Source: an optimization exercise on an open RTL-to-GDS flow (aim: small area, a short achievable clock period and few clock cycles per item). Production flows keep margins and buffers that such runs may drop. Function was not checked in any run shown here: the RTL went through the layout flow alone.

## flow/design.v

```verilog
module cxu_hexw (
    input  wire         clk,
    input  wire         rst,         
    input  wire         cmd_valid,
    output wire         cmd_ready,
    input  wire [1:0]   layout,      
    input  wire [127:0] x,           
    input  wire         pv,          
    input  wire [31:0]  prec,        
    input  wire [63:0]  first,
    input  wire [63:0]  last,
    output reg          mem_we,
    output wire [63:0]  mem_addr,
    output wire [7:0]   mem_wdata,
    input  wire         mem_ack,
    output reg          done,
    output wire [3:0]   status,
    output reg  [63:0]  cursor
);
    localparam [1:0] S_IDLE = 2'd0;
    localparam [1:0] S_MEAS = 2'd1;      
    localparam [1:0] S_RND  = 2'd2;      
    localparam [1:0] S_EMIT = 2'd3;
    localparam [2:0] P_SIGN  = 3'd0;
    localparam [2:0] P_LEAD  = 3'd1;
    localparam [2:0] P_DOT   = 3'd2;
    localparam [2:0] P_FRAC  = 3'd3;
    localparam [2:0] P_P     = 3'd4;
    localparam [2:0] P_ESIGN = 3'd5;
    localparam [2:0] P_EXP   = 3'd6;
    function ge_k14;
        input [13:0] a;
        input [13:0] k;
        integer i;
        reg r;
        begin
            r = 1'b1;
            for (i = 0; i < 14; i = i + 1)
                r = k[i] ? (a[i] & r) : (a[i] | r);
            ge_k14 = r;
        end
    endfunction
    function lt5;
        input [4:0] a;
        input [4:0] b;
        integer i;
        reg r;
        begin
            r = 1'b0;
            for (i = 0; i < 5; i = i + 1)
                r = (~a[i] & b[i]) | (~(a[i] ^ b[i]) & r);
            lt5 = r;
        end
    endfunction
    function [3:0] a3;
        input [3:0] d;
        case (d)
            4'd5: a3 = 4'd8;
            4'd6: a3 = 4'd9;
            4'd7: a3 = 4'd10;
            4'd8: a3 = 4'd11;
            4'd9: a3 = 4'd12;
            4'd10, 4'd11, 4'd12, 4'd13, 4'd14, 4'd15: a3 = 4'bxxxx;
            default: a3 = d;
        endcase
    endfunction
    function [19:0] to_bcd;
        input [13:0] v;
        integer i;
        reg [19:0] b;
        begin
            b = 20'd0;
            for (i = 13; i >= 0; i = i - 1) begin
                b[3:0]   = a3(b[3:0]);
                b[7:4]   = a3(b[7:4]);
                b[11:8]  = a3(b[11:8]);
                b[15:12] = a3(b[15:12]);
                b = {b[18:0], v[i]};
            end
            to_bcd = b;
        end
    endfunction
    reg [1:0]   st;
    reg [2:0]   pc;
    reg [127:0] xq;
    reg [1:0]   lq;
    reg         pvq;
    reg [31:0]  cq;          
    reg [63:0]  aq;          
    reg [1:0]   stq;
    reg [4:0]   jq;          
    reg         zf;          
    reg [4:0]   tq;          
    reg         up;          
    reg         rg;          
    reg         rupa;        
    reg [2:0]   kq;          
    reg [6:0]   wd;
    wire rdy = (st == S_IDLE);
    assign cmd_ready = rdy;
    assign mem_addr  = aq;
    assign mem_wdata = {1'b0, wd};
    assign status    = {2'b00, stq};
    reg         s, jb, sh;
    reg [4:0]   nn;
    reg [14:0]  ef;
    reg [27:0]  vmask;       
    always @(*) begin
        case (lq)
            2'd0: begin s = xq[31];  ef = {7'd0, xq[30:23]}; jb = |xq[30:23];   sh = 1'b1; nn = 5'd6;  vmask = 28'h000003F; end
            2'd1: begin s = xq[63];  ef = {4'd0, xq[62:52]}; jb = |xq[62:52];   sh = 1'b0; nn = 5'd13; vmask = 28'h0001FFF; end
            2'd2: begin s = xq[79];  ef = xq[78:64];         jb = xq[63];       sh = 1'b1; nn = 5'd16; vmask = 28'h000FFFF; end
            default: begin s = xq[127]; ef = xq[126:112];    jb = |xq[126:112]; sh = 1'b0; nn = 5'd28; vmask = 28'hFFFFFFF; end
        endcase
    end
    wire [14:0] em    = {ef[14:1], ef[0] | (ef == 15'd0)};
    wire        etop  = (lq == 2'd0) ? em[7] : (lq == 2'd1) ? em[10] : em[14];
    wire [13:0] lmask = (lq == 2'd0) ? 14'h007F : (lq == 2'd1) ? 14'h03FF : 14'h3FFF;
    wire [13:0] elow  = em[13:0] & lmask;
    reg  [13:0] ae;
    reg         ecy;
    integer     k;
    always @(*) begin
        ecy = etop;
        for (k = 0; k < 14; k = k + 1) begin
            ae[k] = etop ? (elow[k] ^ ecy) : (~elow[k] & lmask[k]);
            ecy   = ecy & elow[k];
        end
    end
    wire        eneg = !etop && (ae != 14'd0);
    wire [19:0] bcd = to_bcd(ae);
    wire        ge10 = ge_k14(ae, 14'd10);
    wire        ge100 = ge_k14(ae, 14'd100);
    wire        ge1000 = ge_k14(ae, 14'd1000);
    wire        ge10000 = ge_k14(ae, 14'd10000);
    wire [2:0]  nd = ge10000 ? 3'd5 : ge1000 ? 3'd4 : ge100 ? 3'd3 : ge10 ? 3'd2 : 3'd1;
    reg  [3:0]  edig;
    always @(*) begin
        case (kq)
            3'd0: edig = bcd[3:0];
            3'd1: edig = bcd[7:4];
            3'd2: edig = bcd[11:8];
            3'd3: edig = bcd[15:12];
            default: edig = bcd[19:16];
        endcase
    end
    wire [112:0] xe = {xq[111:0], 1'b0};     
    reg  [27:0]  mnz, isf;
    always @(*) begin
        for (k = 0; k < 28; k = k + 1) begin
            if (k < 16) begin
                mnz[k] = (|xq[4*k+2 -: 3]) | (sh ? xe[4*k] : xq[4*k+3]);
                isf[k] = (&xq[4*k+2 -: 3]) & (sh ? xe[4*k] : xq[4*k+3]);
            end else begin
                mnz[k] = |xq[4*k+3 -: 4];
                isf[k] = &xq[4*k+3 -: 4];
            end
        end
    end
    wire [28:0] nzv = {1'b1, (mnz & vmask) | ~vmask};
    reg  [4:0]  tz;
    always @(*) begin
        tz = 5'd28;
        for (k = 27; k >= 0; k = k - 1)
            if (nzv[k]) tz = k[4:0];
    end
    wire        plo  = (cq[31:5] == 27'd0);
    wire        lt   = pvq && plo && lt5(cq[4:0], nn);
    wire [4:0]  dd   = nn - cq[4:0];         
    wire [4:0]  nf0  = nn - tz;
    wire        nfnz = pvq ? (cq != 32'd0) : (tz != nn);
    wire [5:0]  lsml = (pvq ? {5'd0, nfnz} : (nfnz ? {1'b0, nf0} + 6'd1 : 6'd0))
                        + {5'd0, s} + 6'd3 + {3'd0, nd};
    wire [33:0] len   = (pvq ? {2'd0, cq} : 34'd0) + {28'd0, lsml};
    wire [64:0] fd    = {1'b0, cursor} - {1'b0, aq} - {31'd0, len};
    wire        fit   = !fd[64];
    wire [4:0]  ridx = (st == S_MEAS) ? dd - 5'd1 : jq;
    reg  [4:0]  win;
    always @(*) begin
        win = 5'd0;
        for (k = 0; k < 28; k = k + 1)
            if (ridx == k) win = xe[4*k +: 5];
    end
    wire [3:0]  qn = sh ? win[3:0] : win[4:1];
    reg [27:0] keep;         
    reg [4:0]  tc;
    always @(*) begin
        for (k = 0; k < 28; k = k + 1)
            keep[k] = !lt5(k[4:0], dd);
        tc = 5'd31;
        for (k = 27; k >= 0; k = k - 1)
            if (!isf[k] && keep[k] && vmask[k]) tc = k[4:0];
    end
    wire upc  = rupa || (rg && ((dd == nn) ? jb : qn[0]));
    wire cl   = (st == S_RND)  ? (upc && tc == 5'd31) :
                (st == S_EMIT) && up && tq == 5'd31;
    wire [1:0] lead = {1'b0, jb} + {1'b0, cl};
    wire       jlt = lt5(jq, tq);
    wire [3:0] qn1 = {qn[3] ^ (&qn[2:0]), qn[2] ^ (&qn[1:0]), qn[1] ^ qn[0], ~qn[0]};
    wire [3:0] fdig = zf ? 4'd0 :
                      (up && jlt) ? 4'd0 :
                      (up && jq == tq) ? qn1 : qn;
    function [6:0] hexd;
        input [3:0] v;
        hexd = (v[3] & (v[2] | v[1])) ? {3'b110, 1'b0, v[2:0] - 3'd1} : {3'b011, v};
    endfunction
    wire [6:0] byte0 = s ? 7'h2D : hexd({2'b00, lead});
    reg [63:0] anext;
    reg [31:0] cdec;
    reg        acy, cbw;
    always @(*) begin
        acy = 1'b1;
        for (k = 0; k < 32; k = k + 1) begin
            anext[k] = aq[k] ^ acy;
            acy      = acy & aq[k];
        end
        acy = &aq[31:0];
        for (k = 32; k < 64; k = k + 1) begin
            anext[k] = aq[k] ^ acy;
            acy      = acy & aq[k];
        end
        cbw = 1'b1;
        for (k = 0; k < 32; k = k + 1) begin
            cdec[k] = cq[k] ^ cbw;
            cbw     = cbw & ~cq[k];
        end
    end
    always @(posedge clk) begin
        if (rdy) begin
            xq  <= x;
            lq  <= layout;
            pvq <= pv;
            cq  <= prec;
            aq  <= first;
        end
        if (rst) begin
            st     <= S_IDLE;
            mem_we <= 1'b0;
            done   <= 1'b0;
            stq    <= 2'd0;
            cursor <= 64'd0;
        end else begin
            done <= 1'b0;
            case (st)
                S_IDLE: begin
                    if (cmd_valid) begin
                        cursor <= last;
                        st     <= S_MEAS;
                    end
                end
                S_MEAS: begin
                    if (!pvq) cq <= {27'd0, nf0};
                    zf   <= 1'b0;
                    up   <= 1'b0;
                    tq   <= 5'd31;
                    kq   <= nd - 3'd1;
                    rg   <= qn[3];
                    rupa <= qn[3] && ((qn[2:0] != 3'd0) || lt5(tz, ridx));
                    if (!fit) begin
                        stq  <= 2'd2;
                        done <= 1'b1;
                        st   <= S_IDLE;
                    end else if (lt) begin
                        jq <= dd;
                        st <= S_RND;
                    end else begin
                        jq     <= nn - 5'd1;
                        mem_we <= 1'b1;
                        wd     <= byte0;
                        pc     <= s ? P_SIGN : P_LEAD;
                        st     <= S_EMIT;
                    end
                end
                S_RND: begin
                    up     <= upc;
                    tq     <= tc;
                    jq     <= nn - 5'd1;
                    mem_we <= 1'b1;
                    wd     <= byte0;
                    pc     <= s ? P_SIGN : P_LEAD;
                    st     <= S_EMIT;
                end
                default: begin   
                    if (mem_ack) begin
                        aq <= anext;
                        case (pc)
                            P_SIGN: begin
                                pc <= P_LEAD;
                                wd <= hexd({2'b00, lead});
                            end
                            P_LEAD: begin
                                if (cq != 32'd0) begin
                                    pc <= P_DOT;
                                    wd <= 7'h2E;
                                end else begin
                                    pc <= P_P;
                                    wd <= 7'h70;
                                end
                            end
                            P_DOT, P_FRAC: begin
                                if (pc == P_DOT || cq != 32'd0) begin
                                    pc <= P_FRAC;
                                    wd <= hexd(fdig);
                                    cq <= cdec;
                                    jq <= jq - 5'd1;
                                    if (jq == 5'd0) zf <= 1'b1;
                                end else begin
                                    pc <= P_P;
                                    wd <= 7'h70;
                                end
                            end
                            P_P: begin
                                pc <= P_ESIGN;
                                wd <= eneg ? 7'h2D : 7'h2B;
                            end
                            default: begin   
                                if (pc == P_EXP && kq == 3'd7) begin
                                    mem_we <= 1'b0;
                                    done   <= 1'b1;
                                    stq    <= 2'd1;
                                    cursor <= anext;
                                    st     <= S_IDLE;
                                end else begin
                                    pc <= P_EXP;
                                    wd <= {3'b011, edig};
                                    kq <= kq - 3'd1;
                                end
                            end
                        endcase
                    end
                end
            endcase
        end
    end
endmodule
```

## flow/flow/run.sh

```bash
#!/bin/bash
# Standard layout, with the timing repair steps asked to aim for a large setup slack
# (the clock and I/O constraints are unchanged).
set -euo pipefail
export SETUP_SLACK_MARGIN=${MARGIN:-30}
bash standard.sh > standard.log 2>&1
```

## flow/standard.sh

```bash
#!/bin/bash
# synth_recipe.tcl (not shown) runs the flow's synth.tcl, then flattens the netlist and writes it again
# the make line also repeats each setting of config.mk as NAME=value (left out here)
make -C /OpenROAD-flow-scripts/flow DESIGN_CONFIG=/design/flow/config.mk WORK_HOME=/design/flow/orfs CLKGATE_MAP_FILE= SYNTH_SCRIPT=/design/flow/synth_recipe.tcl "${@:-finish}"
```

## flow/config.mk

```make
export PLATFORM = sky130hd
export DESIGN_NAME = cxu_hexw
export DESIGN_NICKNAME = cxu_hexw
export VERILOG_FILES = /design/flow/design.v
export SDC_FILE = /design/flow/constraint.sdc
export NUM_CORES = 4
export LEC_CHECK = 0
export ABC_AREA = 1
export CAP_MARGIN = 20
export CORE_MARGIN = 2
export CORE_UTILIZATION = 55
export SLEW_MARGIN = 20
```

## flow/constraint.sdc

```tcl
create_clock -name core_clock -period 40.0 [get_ports {clk}]
set_input_delay 8.0000 -clock core_clock [delete_from_list [all_inputs] [get_ports {clk}]]
set_output_delay 8.0000 -clock core_clock [all_outputs]
set_load 0.01 [all_outputs]
```

==> reports/metrics.csv, run 1 <==
metric;value;unit
status;complete, no violations;
Synth warnings;1;
Overall Global Routing Usage;34.8;%
CP max stage cell;buf_6;
Post-DP HPWL;66100;µm
Synth Instances;3523;
Worst Setup End Kind;register;
RSZ-0062 raised after global routing;no;
Setup TNS Final;0;ns
global-route wire length before repair;131000;µm
max cap viols;0;
Synth top area share;18.6;%
Initial DRC Count;2688;
dominant cells by area after synthesis;edfxtp_1, ha_1, dfxtp_1;
die height;219;µm
Final period util;24.6;%
Worst slew margin;25.6;%
Synth area leader;edfxtp_1;
vias in the first global route;24700;
WS Path Type;input pin to register;
via count;26300;
worst path cell trace;clkdlybuf4s50_1 > buf_4 > nor3_1 > clkinv_2 > buf_6 > nor2_1 > a31oi_1;
GR Overflow Total;0;
top cells by count, synth;nand2_1, inv_1, nor2_1;
root buffer cell;clkbuf_16;
Slew Viols, Final;0;
Core Footprint;45500;µm²
H-tree levels;2;
Max Clock Skew;0.0169;ns
nets@finish;4547;
synthesized flop and latch total;323;
Clock Sinks;323;
Area after DPL;30100;µm²
Avg Cell Area, Syn;7.21;µm²
Startpoint Class;input pin;
most common cell in the synthesized netlist;nand2_1;
critical path's largest stage delay;0.60;ns
FFs w/ async S/R, synth;0;%
fin area;32300;µm²
port bufs;433;
gpl congestion;1.03;
Netlist cell types;64;
Pre-antenna DRT Iters;7;
Critical Path Source;rst;
number of synthesized flops with an enable pin;157;
ys flop type;dfxtp_1;
DR WL/cell;18.9;µm
antenna-violating nets left;0;
final setup fails;0;
row cnt;78;
Worst Min Path Start;cursor[63];
Worst-path clk slew;0.06;ns
CTS tree;done;
post-synthesis sequential area ratio;31.7;%
mapped cell area;25400;µm²
Area Overhead vs Synth;27.1;%
largest net degree at the start of global routing;117;
TritonCTS buffer count;38;
I/O Pins;438;
crit path DAT;10.34;ns
hold buffers post-CTS;0;
worst slew pin tran;1.12;ns
Tmin final;9.86;ns
die area;47900;µm²
Req. time, crit path;40.48;ns
FMAX;101;MHz
clock buffer depth;3;
routed wire length;86400;µm
antenna violations before repair;3;
Starting Density;55.8;%
layout cells sized above 1;6.66;%
Clk Latency, worst-skew pair;0.57;ns
die width;219;µm
worst-path fanout max;110;
RR Startpoint;lq[0];
Hold Vio Cnt, Final;0;
drt via density;5.76;
hold crit path type;register to register;
detailed-route DRC error count;0;
==> logic make-up after synthesis <==
| family | share of synthesized area (%) |
|---|---|
| AOI/OAI and AO/OA | 13.2 |
| and+or+nand+nor | 27.1 |
| other | 0.0296 |
| adders and majority gates | 16.7 |
| DFF | 31.7 |
| xor gates and xnor gates | 0.725 |
| buffers and inverters | 10.6 |
==> flip-flops by register name (all words and copies together), names as in the netlist, 2 cells and up <==
register  cells
st            2
wd            6
kq            3
xq          128
cursor       64
aq           64
stq           2
cq           32
pc            3
lq            2
jq            5
tq            5
==> per-stage QoR <==
stage	setup slack, ns	hold WS, ns	utilization (%)	instances
6_report	30.14	0.481	71.0	4566
5_1_grt	29.90	0.509	71.0	4566
4_1_cts	30.00	0.485	69.4	4533
3_5_place_dp	28.40	0.474	66.2	4456
3_3_place_gp	28.78	0.454	66.2	4456
2_1_floorplan	30.46	0.488	-	3525
==> per-layer routing <==
| layer | routed length (µm) | up-vias | track usage [%] |
|---|---|---|---|
| met5 | 25 | - | 0 |
| met4 | 4040 | 4 | 14.6 |
| met3 | 7560 | 276 | 5.47 |
| met2 | 39800 | 1352 | 57.7 |
| met1 | 35000 | 12100 | 45.3 |
| li1 | - | 12600 | - |
==> placed cells by master (no fill, tap or decap), types with 7 or more instances in the layout <==
cell	instances
nand4_1	94
nor3b_1	8
nand3_1	176
nand2_1	867
clkbuf_16	45
xor2_1	12
a21oi_1	154
fa_1	39
or2_2	11
o211ai_1	16
nor2_2	9
nor2_4	8
clkinv_1	8
buf_4	41
o221ai_1	9
o21ai_0	201
nor4_1	38
nand3_2	13
clkdlybuf4s50_1	432
o22ai_1	35
clkbuf_1	9
nand2_2	26
nor2_1	272
edfxtp_1	157
o21ai_1	11
ha_1	257
ha_4	14
dfxtp_1	166
a211oi_1	37
a31oi_1	55
nor3_1	45
inv_2	25
a21oi_2	7
nand2_4	8
inv_1	547
xnor2_1	7
==> worst max-delay path, delay by kind of cell <==
family,cells,cell delay [ns]
AOI/OAI and AO/OA,1,0.19
and+or+nand+nor,2,0.30
buffers and inverters,4,1.69
==> path summary, 6_finish.rpt <==
check / slack, ns / depth (start not counted) / to
worst min register to register: 0.48 / 2 / cursor[63]
worst max-delay path: 30.14 / 7 / aq[55]
worst min-delay path: 0.48 / 2 / cursor[63]
worst max register to register: 30.39 / 55 / jq[4]
==> area by class of cell <==
cell class / count / area [µm²]
clock inverters: 16 / 185
flip-flops and latches: 323 / 8040
multi-input cells: 2507 / 15100
clock buffers: 51 / 1060
diodes: 1 / 2.50
fillers: 3626 / 13200
well taps: 600 / 751
repair inverters: 1 / 5.00
repair buffers: 485 / 4850
inverters: 582 / 2230
==> repair_timing <==
item,CTS,global route
setup endpoints to repair,51,29
pin swaps,6,34
setup buffers,7,26
resized for setup,37,75
cloned,3,6
endpoints found under the hold margin,0,0
==> run 2, diff against run 1 <==
==> flow/run.sh (new file) <==
#!/bin/bash
# synth_recipe.tcl (not shown) runs the flow's synth.tcl, then flattens the netlist and writes it again
# the make line also repeats each setting of config.mk as NAME=value (left out here)
make -C /OpenROAD-flow-scripts/flow DESIGN_CONFIG=/design/flow/config.mk WORK_HOME=/design/flow/orfs CLKGATE_MAP_FILE= SYNTH_SCRIPT=/design/flow/synth_recipe.tcl finish
removed: flow/flow/run.sh
removed: flow/standard.sh
==> run 2 against run 1 <==
- maximum frequency fell by 17%
- utilization down 2.0 points
- design area down 2.9%
- via count fell by 1.0%
- routed wire length decreased by 2.7%
- first-iteration DRC count rose by 1.8%
- die area unchanged
- synthesized area is the same
- largest cell class unchanged
- count of clock-buffer cells in the layout decreased by 3
==> reports/metrics.csv, run 2 <==
metric;value;unit;change
status;complete, no violations;;unchanged
root buffer cell;clkbuf_16;;unchanged
Avg Cell Area, Syn;7.21;µm²;unchanged
ys flop type;dfxtp_1;;unchanged
Netlist cell types;64;;unchanged
DR WL/cell;18.6;µm;was 18.9 µm
synthesized flop and latch total;323;;unchanged
row cnt;78;;unchanged
worst slew pin tran;1.08;ns;was 1.12 ns
commonest non-fill, non-tap cells in the layout;nand2_1, inv_1, clkdlybuf4s50_1;;unchanged
CTS tree;done;;unchanged
layout cells sized above 1;4.29;%;was 6.66%
crit path DAT;12.03;ns;was 10.34 ns
TritonCTS buffer count;37;;was 38
Post-DP HPWL;66000;µm;was 66,100 µm
global-route wire length before repair;130000;µm;was 131,000 µm
Max Clock Skew;0.0338;ns;was 0.0169 ns
Core Footprint;45500;µm²;unchanged
mapped cell area;25400;µm²;unchanged
worst-path fanout max;43;;was 110
Slew Viols, Final;0;;unchanged
Synth area leader;edfxtp_1;;unchanged
WS Path Type;register to register;;was input pin to register
number of synthesized flops with an enable pin;157;;unchanged
Clock Sinks;323;;unchanged
Synth warnings;1;;unchanged
Reg with most FFs;xq;;unchanged
post-synthesis sequential area ratio;31.7;%;unchanged
FMAX;84.3;MHz;was 101 MHz
commonest non-fill, non-tap cell in the layout;nand2_1;;unchanged
Pre-antenna DRT Iters;7;;unchanged
Initial DRC Count;2736;;was 2,688
Area after DPL;30100;µm²;about the same
RSZ-0062 raised after global routing;no;;unchanged
GR Overflow Total;0;;unchanged
port bufs;433;;unchanged
Hold Vio Cnt, Final;0;;unchanged
Tmin final;11.86;ns;was 9.86 ns
Clk Latency, worst-skew pair;0.57;ns;about the same
Worst-path clk slew;0.06;ns;about the same
antenna violations before repair;4;;was 3
critical path's largest stage delay;0.74;ns;was 0.60 ns
Largest register FFs;128;;unchanged
Req. time, crit path;40.17;ns;was 40.48 ns
vias in the first global route;24700;;about the same
CP max stage cell;inv_1;;was buf_6
hold crit path type;register to register;;unchanged
Starting Density;55.8;%;unchanged
FFs w/ async S/R, synth;0;%;unchanged
Synth top area share;18.6;%;unchanged
routed wire length;84000;µm;was 86,400 µm
final setup fails;0;;unchanged
most common cell in the synthesized netlist;nand2_1;;unchanged
dominant cells by area after synthesis;edfxtp_1, ha_1, dfxtp_1;;unchanged
nets@finish;4502;;was 4,547
clock buffer depth;3;;unchanged
largest net degree at the start of global routing;224;;was 117
die area;47900;µm²;unchanged
Worst slew margin;26.9;%;was 25.6%
Area Overhead vs Synth;23.5;%;was 27.1%
fin area;31300;µm²;was 32,300 µm²
Final period util;29.6;%;was 24.6%
Post-CTS Resized;0;;was 37
die width;219;µm;unchanged
Overall Global Routing Usage;34.4;%;was 34.8%
Worst Setup End Kind;register;;unchanged
hold buffers post-CTS;0;;unchanged
die height;219;µm;unchanged
max cap viols;0;;unchanged
via count;26000;;was 26,300
Setup TNS Final;0;ns;unchanged
setup bufs post-CTS;0;;was 7
Synth Instances;3523;;unchanged
antenna-violating nets left;0;;unchanged
Startpoint Class;register;;was input pin
H-tree levels;2;;unchanged
gpl congestion;1.04;;was 1.03
detailed-route DRC error count;0;;unchanged
biggest regs;xq (128), aq (64), cursor (64);;unchanged
I/O Pins;438;;unchanged
drt via density;5.76;;about the same
top cells by count, synth;nand2_1, inv_1, nor2_1;;unchanged
critical path's most frequent cell;ha_1;;
[run 2: cell counts after synthesis]
Identical to the previous run, type by type.
[run 2: worst paths after layout]
| kind | slack (ns) | to | cells after the start | startpoint |
|---|---|---|---|---|
| max | 28.14 | wd[3] | 56 | lq[0] |
| min reg2reg | 0.48 | cursor[63] | 2 | cursor[63] |
| max reg2reg | 28.14 | wd[3] | 56 | lq[0] |
| min | 0.48 | cursor[63] | 2 | cursor[63] |
[run 2: layout make-up]
class / count / area (µm²)
timing repair buffer: 445 / 4440
inverter: 582 / 2190
clock inverter: 16 / 195
antenna: 3 / 7.51
multi-input combinational: 2504 / 14700
sequential: 323 / 8040
clock buffer: 48 / 1040
tap: 600 / 751
fill: 3766 / 14100
[run 2: cells by family (layout without fill, tap and decap cells)]
logic type | Yosys count | after routing | synth area share (%)
AO/OA/AOI/OAI | 577 | 577 | 13.2
other | 2 | 7 | 0.0296
buffers and inverters | 698 | 1091 | 10.6
XOR/XNOR | 21 | 21 | 0.725
adder cells (fa/ha/maj) | 314 | 314 | 16.7
flip-flops | 323 | 323 | 31.7
AND/OR/NAND/NOR | 1588 | 1588 | 27.1
[run 2: critical path, delay by kind of cell, from the launching register on]
kind                     cells  cell delay (ns)
AND/OR/NAND/NOR             24             3.79
buffers and inverters        7             1.69
XOR/XNOR                     2             0.44
flip-flops                   1             0.32
AO/OA/AOI/OAI                6             0.95
adder cells (fa/ha/maj)     17             4.23
[run 2: metal layers]
layer	part of all wire (%)	track usage (%)
met3	8.7	5.60
met4	4.1	13.2
met2	47	57.6
met1	41	44.6
met5	0.014	0
[run 2: stage by stage]
stage | hold WS, ns | util, % | setup slack (ns) | std cells
after floorplan | 0.488 | - | 28.35 | 3525
after global placement | 0.454 | 66.2 | 28.77 | 4454
after detailed placement | 0.471 | 66.2 | 28.37 | 4454
after CTS | 0.480 | 68.9 | 28.26 | 4518
after global routing | 0.494 | 68.9 | 27.17 | 4520
final | 0.479 | 68.9 | 28.14 | 4521

-- what the ideal ports hide --
How much do the figures lean on ideal ports? The routed layouts below were timed once more, with nothing changed but the port constraints.
Step 1 sets driving cells, clkbuf_16 on the clock port and buf_2 on the other inputs (assumed; they add their load-dependent delay and slew).
Step 2 adds t to the input delays and takes it off the output delays; t is the mean of the earliest and latest rising clock arrival at the registers after step 1. Input paths then give back, and output paths get back, about the clock's delay inside the block.
Slacks: ideal / step 1 / step 2; pairs: ideal / step 1.
run | t (ns) | slack for setup (ns) | clock arrival spread, ns
run 1 | 0.621 | 30.144 / 30.158 / 29.537 | 0.017 / 0.018
run 2 | 0.608 | 28.144 / 28.144 / 28.144 | 0.033 / 0.034
After both steps every run listed still meets setup and hold. For run 1, which loses most, drivers alone change the setup slack by +0.014 ns; drivers and shift together by -0.607 ns.
